What follows belongs to an exercise in optimizing a design on an open flow for small area, a short achievable clock period and few clock cycles; a production flow would make more cautious choices. RTL that was checked went through simulation tests only; none was proved equivalent to the original. Power and IR drop assume default switching activity.

v7:
// hid_rx
module hid_rx (
    input  wire        clk,
    input  wire        rst,
    input  wire        in_valid,
    output wire        in_ready,
    input  wire [1:0]  in_class,      
    input  wire [7:0]  in_len,
    input  wire [63:0] in_data,       
    input  wire        hs_we,
    input  wire [2:0]  hs_id,
    input  wire        hs_en,
    output reg         res_valid,
    output reg  [7:0]  res_code,
    output reg  [47:0] res_data,
    output reg         ev_valid,
    input  wire        ev_ready,
    output reg  [2:0]  ev_id,
    output reg         ev_t,
    output reg         ev_deliver,
    output reg  [7:0]  kbd_lastkey,
    output reg         kbd_pressed,
    output reg  [15:0] ptr_x,
    output reg  [15:0] ptr_y,
    output reg         ptr_primary,
    output reg  [9:0]  btn_prev,
    output reg  [2:0]  drop_flags     
);
    localparam [1:0] CLS_NONE = 2'd0, CLS_KBD = 2'd1, CLS_PTR = 2'd2, CLS_GEN = 2'd3;
    localparam [7:0] R_OK    = 8'h00;
  ...
Size: ~290 flip-flops, roughly 200 I/O pins, ~17,000 sq um of cells after synthesis.
clock: 4.5 ns
lec_check: 0
cap_margin: 20
core_margin: 2
core_utilization: 60
setup_slack_margin: 2.2
slew_margin: 20
standard.sh (not shown) runs the stock make flow with config.mk's settings and CLKGATE_MAP_FILE= SYNTH_SCRIPT=/design/flow/synth_recipe.tcl, a recipe that flattens the netlist after the stock synthesis.
==> flow/flow/run.sh <==
#!/bin/bash
# The standard layout, with plain buf_1 cells as the port buffers
# (the resizer sizes them up where timing needs it).
set -euo pipefail
export BUFFER_PORTS_ARGS="-buffer_cell sky130_fd_sc_hd__buf_1"
bash standard.sh > standard_flow.log 2>&1
The following lists how v43 was set up differently from v7:
==> flow/run.sh (new file) <==
#!/bin/bash
# synth_recipe.tcl (not shown) runs the flow's synth.tcl, then flattens the netlist and writes it again
# the make line also repeats each setting of config.mk as NAME=value (left out here)
make -C /OpenROAD-flow-scripts/flow DESIGN_CONFIG=/design/flow/config.mk WORK_HOME=/design/flow/orfs CLKGATE_MAP_FILE= SYNTH_SCRIPT=/design/flow/synth_recipe.tcl finish
-- flow/config.mk --
<<< v7, line 10
export CORE_UTILIZATION = 60
export SETUP_SLACK_MARGIN = 2.2
>>> v43, line 10
export CORE_UTILIZATION = 40
export SETUP_SLACK_MARGIN = 1.6
removed: flow/flow/run.sh
removed: flow/standard.sh
[summary]
Diff v7 -> v43: utilization shrank by 23 points; number of cells traversed by the worst register-to-register path now smaller; total power picked up an extra about 1%; number of placed cells counting well taps now sits higher.
What v7 reported for die width has to be multiplied by 1.2 to get the figure for v43.
| routed metal-1 wirelength | lower: v7 |
Looking at final clock period utilization by the worst path, v43 sits 8.8 points above v7.
Summary of v43 over v7: final cell count climbed 131, least setup slack across all paths after layout dropped 0.40 ns, worst hold slack climbed 0.0067 ns.
The inputs of v18 differ from those of v43 as listed below.
==> flow/flow/run.sh (new file) <==
#!/bin/bash
# The standard layout, with plain buf_1 cells as the port buffers
# (the resizer sizes them up where timing needs it).
set -euo pipefail
export BUFFER_PORTS_ARGS="-buffer_cell sky130_fd_sc_hd__buf_1"
bash standard.sh > standard_flow.log 2>&1
==> flow/standard.sh (new file) <==
#!/bin/bash
# synth_recipe.tcl (not shown) runs the flow's synth.tcl, then flattens the netlist and writes it again
# the make line also repeats each setting of config.mk as NAME=value (left out here)
make -C /OpenROAD-flow-scripts/flow DESIGN_CONFIG=/design/flow/config.mk WORK_HOME=/design/flow/orfs CLKGATE_MAP_FILE= SYNTH_SCRIPT=/design/flow/synth_recipe.tcl "${@:-finish}"
-- flow/config.mk --
<<< v43, line 11
export SETUP_SLACK_MARGIN = 1.6
>>> v18, line 11
export SETUP_SLACK_MARGIN = 2.2
removed: flow/run.sh
--- outcome ---
Changes observed in v18 relative to v43: global-route met1 utilization moved down; number of antenna violations at the first check in global routing was more or less identical; area added between synthesis and finish +3.5 points; global-route wire length before repair up about 2%. v43 vs v18, last element of the critical path: r_any vs r_kv[20]. On final-layout non-clock buffer area share: between v43 and v18, it ends up lower for v18. Compared with v43, area of all placed cells without fillers in v18 increased by a few percent. Non-clock inverter count in the final layout: v18 vs v43 up 2. Summary: with v43 as the reference, non-clock buffer count in v18 moved up by more than a quarter.
No functional check of the RTL was part of any run of this note.

========
Another version of the RTL of hid_rx (not shown whole).
For scale: ~1,700 cells after synthesis, roughly 210 flip-flops, roughly 200 I/O pins, roughly 14,000 um^2 of cells after synthesis.
## hid_rx
module hid_rx (
    input  wire        clk,
    input  wire        rst,
    input  wire        in_valid,
    output wire        in_ready,
    input  wire [1:0]  in_class,      
    input  wire [7:0]  in_len,
    input  wire [63:0] in_data,       
    input  wire        hs_we,
    input  wire [2:0]  hs_id,
    input  wire        hs_en,
    output reg         res_valid,
    output reg  [7:0]  res_code,
    output reg  [47:0] res_data,
    output reg         ev_valid,
    input  wire        ev_ready,
    output reg  [2:0]  ev_id,
    output reg         ev_t,
    output reg         ev_deliver,
    output wire [7:0]  kbd_lastkey,
    output reg         kbd_pressed,
    output reg  [15:0] ptr_x,
    output reg  [15:0] ptr_y,
    output reg         ptr_primary,
    output reg  [9:0]  btn_prev,
    output reg  [2:0]  drop_flags     
);
==> flow/config.mk <==
export PLATFORM = sky130hd
export DESIGN_NAME = hid_rx
export DESIGN_NICKNAME = hid_rx
export VERILOG_FILES = /design/flow/design.v
export SDC_FILE = /design/flow/constraint.sdc
export NUM_CORES = 4
export LEC_CHECK = 0
export CAP_MARGIN = 20
export CORE_MARGIN = 2
export CORE_UTILIZATION = 60
export SETUP_SLACK_MARGIN = 2.2
export SLEW_MARGIN = 20
export TNS_END_PERCENT = 20
==> flow/constraint.sdc <==
create_clock -name core_clock -period 4.5 [get_ports {clk}]
set_input_delay 0.9000 -clock core_clock [delete_from_list [all_inputs] [get_ports {clk}]]
set_output_delay 0.9000 -clock core_clock [all_outputs]
set_load 0.01 [all_outputs]
==> flow/flow/run.sh <==
#!/bin/bash
# The standard layout, with plain buf_1 cells as the port buffers
# (the resizer sizes them up where timing needs it).
set -euo pipefail
export BUFFER_PORTS_ARGS="-buffer_cell sky130_fd_sc_hd__buf_1"
bash standard.sh > standard_flow.log 2>&1
The starting point went through all stages and came out clean.
Next try:
TNS_END_PERCENT = default   (was 20)
What happened:
- wire length went up by 1.3%
- global-route usage went down by 0.30 points
- die area does not change
- register-to-register slack improves by 0.10 ns
- fmax went up by 2.8%
- first-iteration DRC count went up by 27%
- setup slack improves by 0.073 ns
- area after synthesis does not change
- sequential share of layout area went down by 0.76 points
- clock power went down by 19%
- non-clock buffer count went up by 18
No run of this note included a check of the RTL's function; only the layout flow was run.

========
== amber ==
hid_rx, a different RTL version from the one above (not shown whole).
For scale: roughly 1900 cells after synthesis, ~280 flip-flops, about 200 I/O pins.
==> flow/config.mk <==
export PLATFORM = sky130hd
export DESIGN_NAME = hid_rx
export DESIGN_NICKNAME = hid_rx
export VERILOG_FILES = /design/flow/design.v
export SDC_FILE = /design/flow/constraint.sdc
export NUM_CORES = 4
export LEC_CHECK = 0
export CAP_MARGIN = 20
export CORE_MARGIN = 2
export CORE_UTILIZATION = 55
export PLACE_DENSITY = 0.7
export SETUP_SLACK_MARGIN = 2.2
export SLEW_MARGIN = 20
export TNS_END_PERCENT = 20
==> flow/constraint.sdc <==
create_clock -name core_clock -period 4.5 [get_ports {clk}]
set_input_delay 0.9000 -clock core_clock [delete_from_list [all_inputs] [get_ports {clk}]]
set_output_delay 0.9000 -clock core_clock [all_outputs]
set_load 0.01 [all_outputs]
Scripts as last shown in full above: flow/flow/run.sh
[inputs] raven vs amber
# amber
export LEC_CHECK = 0
export CAP_MARGIN = 20
export CORE_MARGIN = 2
export CORE_UTILIZATION = 55
export PLACE_DENSITY = 0.7
export SETUP_SLACK_MARGIN = 2.2
export SLEW_MARGIN = 20
export TNS_END_PERCENT = 20
create_clock -name core_clock -period 4.5 [get_ports {clk}]
# raven
export LEC_CHECK = 0
export CAP_MARGIN = 20
export CORE_MARGIN = 2
export CORE_UTILIZATION = 55
export SETUP_SLACK_MARGIN = 2.2
export SLEW_MARGIN = 20
export TNS_END_PERCENT = 20
create_clock -name core_clock -period 4.5 [get_ports {clk}]
Findings:
Summary of the comparison: area overhead of the layout relative to synthesis is lower in raven, relative to amber. Compared with amber, raven ends up with less cell area. Of amber and raven, amber shows the lower clock group share of total power, with raven above it.
No run of this note included a check of the RTL's function; only the layout flow was run.

========
the previous run:
hid_rx, a different RTL version from the one above (not shown whole).
Size: about 2,000 cells after synthesis.
export LEC_CHECK = 0
export CAP_MARGIN = 20
export CORE_MARGIN = 2
export CORE_UTILIZATION = 40
export SETUP_SLACK_MARGIN = 2.0
export SLEW_MARGIN = 20
create_clock -name core_clock -period 4.5 [get_ports {clk}]
run.sh (not shown) runs the stock make flow with config.mk's settings and CLKGATE_MAP_FILE= SYNTH_SCRIPT=/design/flow/synth_recipe.tcl, a recipe that flattens the netlist after the stock synthesis.
Stock flow here: none of the scripts above is used.
The previous run finished every stage and its layout cleared the timing, design-rule and antenna checks.
## Diff of input files: the current run against the previous run
- SETUP_SLACK_MARGIN now 0, was 2.0
==> comparison <==
The current run against the previous run: hold slack about even, total of plain and repair buffers excluding clock buffers decreased 29%, die boundary width flat, HPWL reported at the end of detailed placement increased about 1.4%, die area neither gained nor lost much.
Critical-path maximum fanout: the current run vs the previous run up 1
The current run against the previous run: share of cell area taken by flip-flops and latches increased by 3.4 points relative to the old numbers, CTS buffer count lost 8.8%, final cell count -about 4%, first-pass GRT wire length fell about 6%.
Function was not checked in any run of this note: the RTL went through the layout flow alone.

========
build 1:
Another version of the RTL of hid_rx (not shown whole).
For scale: roughly 2100 cells after synthesis, roughly 280 flip-flops, roughly 200 I/O pins, roughly 16000 um^2 of cells after synthesis.
Settings: LEC_CHECK=0, ABC_AREA=1, CAP_MARGIN=20, CORE_MARGIN=2, CORE_UTILIZATION=55, SETUP_SLACK_MARGIN=2.3, SLEW_MARGIN=20, TNS_END_PERCENT=20; clock period 4.5 ns.
standard.sh (not shown) runs the stock make flow with config.mk's settings and CLKGATE_MAP_FILE= SYNTH_SCRIPT=/design/flow/synth_recipe.tcl, a recipe that flattens the netlist after the stock synthesis.
==> flow/flow/run.sh <==
#!/bin/bash
# The standard layout, with plain buf_1 cells as the port buffers; after
# global placement the input-port buffers (which drive the decode logic) are
# resized up (flow/inbuf.tcl). The resizer sizes any of them further where
# timing needs it.
set -euo pipefail
export BUFFER_PORTS_ARGS="-buffer_cell sky130_fd_sc_hd__buf_1"
export POST_GLOBAL_PLACE_TCL="$PWD/flow/inbuf.tcl"
bash standard.sh > standard_flow.log 2>&1
==> flow/flow/inbuf.tcl <==
# Resize the buffers that buffer_ports put on the input ports.
set block [ord::get_db_block]
set n 0
foreach bterm [$block getBTerms] {
  if {[$bterm getIoType] != "INPUT"} { continue }
  set net [$bterm getNet]
  if {$net == "NULL"} { continue }
  foreach iterm [$net getITerms] {
    set inst [$iterm getInst]
    if {[[$inst getMaster] getName] == "sky130_fd_sc_hd__buf_1"} {
      replace_cell [$inst getName] sky130_fd_sc_hd__buf_4
      incr n
    }
  }
}
puts "inbuf.tcl: resized $n input-port buffers to sky130_fd_sc_hd__buf_4"
Testbench counts of build 1, summed over its fixed seeds: cycles 16,185.
Input-level comparison between build 20 and build 1:
==> flow/flow/run.sh <==
#!/bin/bash
# The standard layout, with plain buf_1 cells as the port buffers
# (the resizer sizes them up where timing needs it).
set -euo pipefail
export BUFFER_PORTS_ARGS="-buffer_cell sky130_fd_sc_hd__buf_1"
bash standard.sh > standard_flow.log 2>&1
-- flow/config.mk --
<<< build 1, line 8
export ABC_AREA = 1
>>> build 20, line 8
<<< build 1, line 12
export SETUP_SLACK_MARGIN = 2.3
>>> build 20, line 11
export SETUP_SLACK_MARGIN = 2.2
removed: flow/flow/inbuf.tcl
--- outcome ---
- Looking at start point of the critical path, the in_data[17] result is from build 1; the in_data[20] one comes from build 20.
- Build 20 vs build 1: static leakage power down in build 20
- Compared with build 1, in build 20 total placed instance area now smaller, clock power now smaller, via count now smaller.
- Delta (build 20 minus build 1): complex-gate fraction of the synthesized area increased by 5.1 points relative to the old numbers, antenna diode count increased by 3 relative to the old numbers.
- Final count of hold timing violations came out exactly the same in build 1 and build 20.
- Between build 1 and build 20, the flow reports routed wire length decreasing by a few percent.
- Build 20 ended up with a higher share of power burned in combinational logic than build 1 did.
The inputs of build 55 differ from those of build 20 as listed below.
-- flow/config.mk --
<<< build 20, line 8
>>> build 55, line 8
export ABC_AREA = 1
Notes after the runs:
Build 55 ended with every stage complete and zero timing, DRC or antenna violations. Build 55 vs build 20, most common library cell in the layout ignoring fill and taps: sky130_fd_sc_hd__nand2_1 vs sky130_fd_sc_hd__dfxtp_1. Number of ordinary and repair buffers in the finished layout: build 20 and build 55 compared, lower one is build 55. Taking build 20 as the reference, in build 55 via count saw an increase; setup slack after layout saw an increase; portion of total power attributed to the clock network saw a decrease; initial antenna violation count saw a decrease.
Relative to build 55, the following input files were edited for build 22:
-- flow/config.mk --
<<< build 55, line 8
export ABC_AREA = 1
>>> build 22, line 8
<<< build 55, line 11
export CORE_UTILIZATION = 55
>>> build 22, line 10
export CORE_UTILIZATION = 60
### Flow results
- Build 22 completed every stage of the flow, and the final layout passed the timing, design-rule and antenna checks.
- Worst hold slack delta (build 22 − build 55): favourable
- Between build 22 and build 55, final design area excluding fillers is lower for build 55, build 22 comes in above that.
- Compared with build 55, in build 22 overall power of the completed layout now smaller; switching part of the total power now larger.
- Via count for build 22: about 7% down relative to build 55
- Compared with build 55, in build 22 largest net degree at the start of global routing increased 26, post-route clock period utilization increased 3.2 points, number of non-filler instances in the completed layout decreased 379, smallest setup slack after layout decreased 0.15 ns.

========
Setup of run 1:
hid_rx again, from the RTL that the note above started with.
export LEC_CHECK = 0
export CAP_MARGIN = 20
export CORE_MARGIN = 2
export CORE_UTILIZATION = 55
export SETUP_SLACK_MARGIN = 2.3
export SLEW_MARGIN = 20
export TNS_END_PERCENT = 20
create_clock -name core_clock -period 4.5 [get_ports {clk}]
==> flow/flow/run.sh <==
#!/bin/bash
# The standard layout, with plain buf_1 cells as the port buffers
# (the resizer sizes them up where timing needs it).
set -euo pipefail
export BUFFER_PORTS_ARGS="-buffer_cell sky130_fd_sc_hd__buf_1"
bash standard.sh > standard_flow.log 2>&1
Testbench counts of run 1, summed over its fixed seeds: cycles 16,185.
> inputs changed (run 1 -> run 2)
- a change of SETUP_SLACK_MARGIN from 2.3 to 2.2
- an added ABC_AREA of 1
==> flow/flow/run.sh <==
#!/bin/bash
# The standard layout, with plain buf_1 cells as the port buffers; after
# global placement the input-port buffers (which drive the decode logic) are
# resized up (flow/inbuf.tcl). The resizer sizes any of them further where
# timing needs it.
set -euo pipefail
export BUFFER_PORTS_ARGS="-buffer_cell sky130_fd_sc_hd__buf_1"
export POST_GLOBAL_PLACE_TCL="$PWD/flow/inbuf.tcl"
bash standard.sh > standard_flow.log 2>&1
==> flow/flow/inbuf.tcl (new file) <==
# Resize the buffers that buffer_ports put on the input ports.
set block [ord::get_db_block]
set n 0
foreach bterm [$block getBTerms] {
  if {[$bterm getIoType] != "INPUT"} { continue }
  set net [$bterm getNet]
  if {$net == "NULL"} { continue }
  foreach iterm [$net getITerms] {
    set inst [$iterm getInst]
    if {[[$inst getMaster] getName] == "sky130_fd_sc_hd__buf_1"} {
      replace_cell [$inst getName] sky130_fd_sc_hd__buf_4
      incr n
    }
  }
}
puts "inbuf.tcl: resized $n input-port buffers to sky130_fd_sc_hd__buf_4"
[summary]
Run 2 ran to completion and came out clean on the timing, design-rule and antenna checks.
Main combinational cell family by area after synthesis: compound AO/OA/AOI/OAI gates -> run 1, simple AND/OR/NAND/NOR gates -> run 2
All-layer global routing usage: lower on run 1
The simple-gate portion of the synthesized area number comes out higher for run 2 vs run 1.
| final worst setup slack | run 2 vs run 1 | better |
Compared with run 1, run 2 shows a post-layout instance area that is 1.2% lower.
| share of total power in the clock network | run 2 vs run 1 | 0.7 points higher |
--- input diff run 2..run 3 ---
- changing SETUP_SLACK_MARGIN from 2.2 to 2.3
==> flow/flow/run.sh <==
#!/bin/bash
# The standard layout, with plain buf_1 cells as the port buffers
# (the resizer sizes them up where timing needs it).
set -euo pipefail
export BUFFER_PORTS_ARGS="-buffer_cell sky130_fd_sc_hd__buf_1"
bash standard.sh > standard_flow.log 2>&1
removed: flow/flow/inbuf.tcl
==> results.txt <==
- Cmp run 3 and run 2 / critical path data arrival time / lower: run 2
- When run 3 is measured against run 2, its power consumed by the clock network turns out about 2% higher.
- Against run 2, number of global-route vias before repair in run 3 fell slightly.
- Worst-skew pair later-pin latency of run 2 is on par with run 3.
- Run 3 ends up with lower portion of total power attributed to combinational logic than run 2 does.
- Re number of nets in the final layout: run 3 and run 2 aren't equal, and the higher value belongs to run 3.

[afterwards: timing with drivers on the ports]
In the flow no input, the clock included, has a driving cell. The finished layouts below were timed again as built, in two steps. Step 1, drivers: a clkbuf_16 drives clk and a buf_2 each remaining input, both assumed. Step 2 times the ports against the registers' clock, not the clock port: input delays grow and output delays shrink by t, the midpoint of the rising clock arrivals with the driver on. Three values: ideal ports, drivers, drivers and shift; two values: the first two.
run | t, ns | setup WS [ns] | worst setup path at the end | worst slew at a driven data input, ns | pins driven straight from the clock port
v7 | 0.586 | 2.088 / 2.116 / 1.530 | input to register | 0.06 | 1
v43 | 0.646 | 1.691 / 1.717 / 1.071 | input to register | 0.05 | 1
v18 | 0.617 | 2.041 / 2.059 / 1.441 | input to register | 0.06 | 1
the first run of note 2 | 0.590 | 1.871 / 1.818 / 1.340 | input to register | 0.08 | 1
the second run of note 2 | 0.577 | 1.944 / 1.889 / 1.371 | input to register | 0.07 | 1
amber | 0.596 | 2.024 / 2.024 / 1.539 | input to register | 0.08 | 1
raven | 0.593 | 2.038 / 2.038 / 1.544 | input to register | 0.08 | 1
the previous run | 0.590 | 1.369 / 1.369 / 1.369 | register to register | 0.07 | 1
the current run | 0.620 | 0.634 / 0.634 / 0.634 | register to register | 0.08 | 1
build 1 | 0.595 | 2.242 / 2.257 / 1.662 | input to register | 0.05 | 1
build 20 | 0.594 | 2.061 / 2.081 / 1.487 | input to register | 0.10 | 1
build 55 | 0.580 | 2.170 / 2.190 / 1.610 | input to register | 0.05 | 1
build 22 | 0.581 | 2.023 / 2.023 / 1.552 | input to register | 0.07 | 1
run 1 | 0.609 | 2.090 / 2.090 / 1.615 | input to register | 0.05 | 1
run 2 | 0.585 | 2.250 / 2.265 / 1.681 | input to register | 0.05 | 1
run 3 | 0.593 | 2.202 / 2.224 / 1.631 | input to register | 0.04 | 1
After both steps setup and hold are still met in every run listed. The setup slack of v43, which loses most, moves by +0.026 ns with the drivers and by -0.620 ns with both steps.
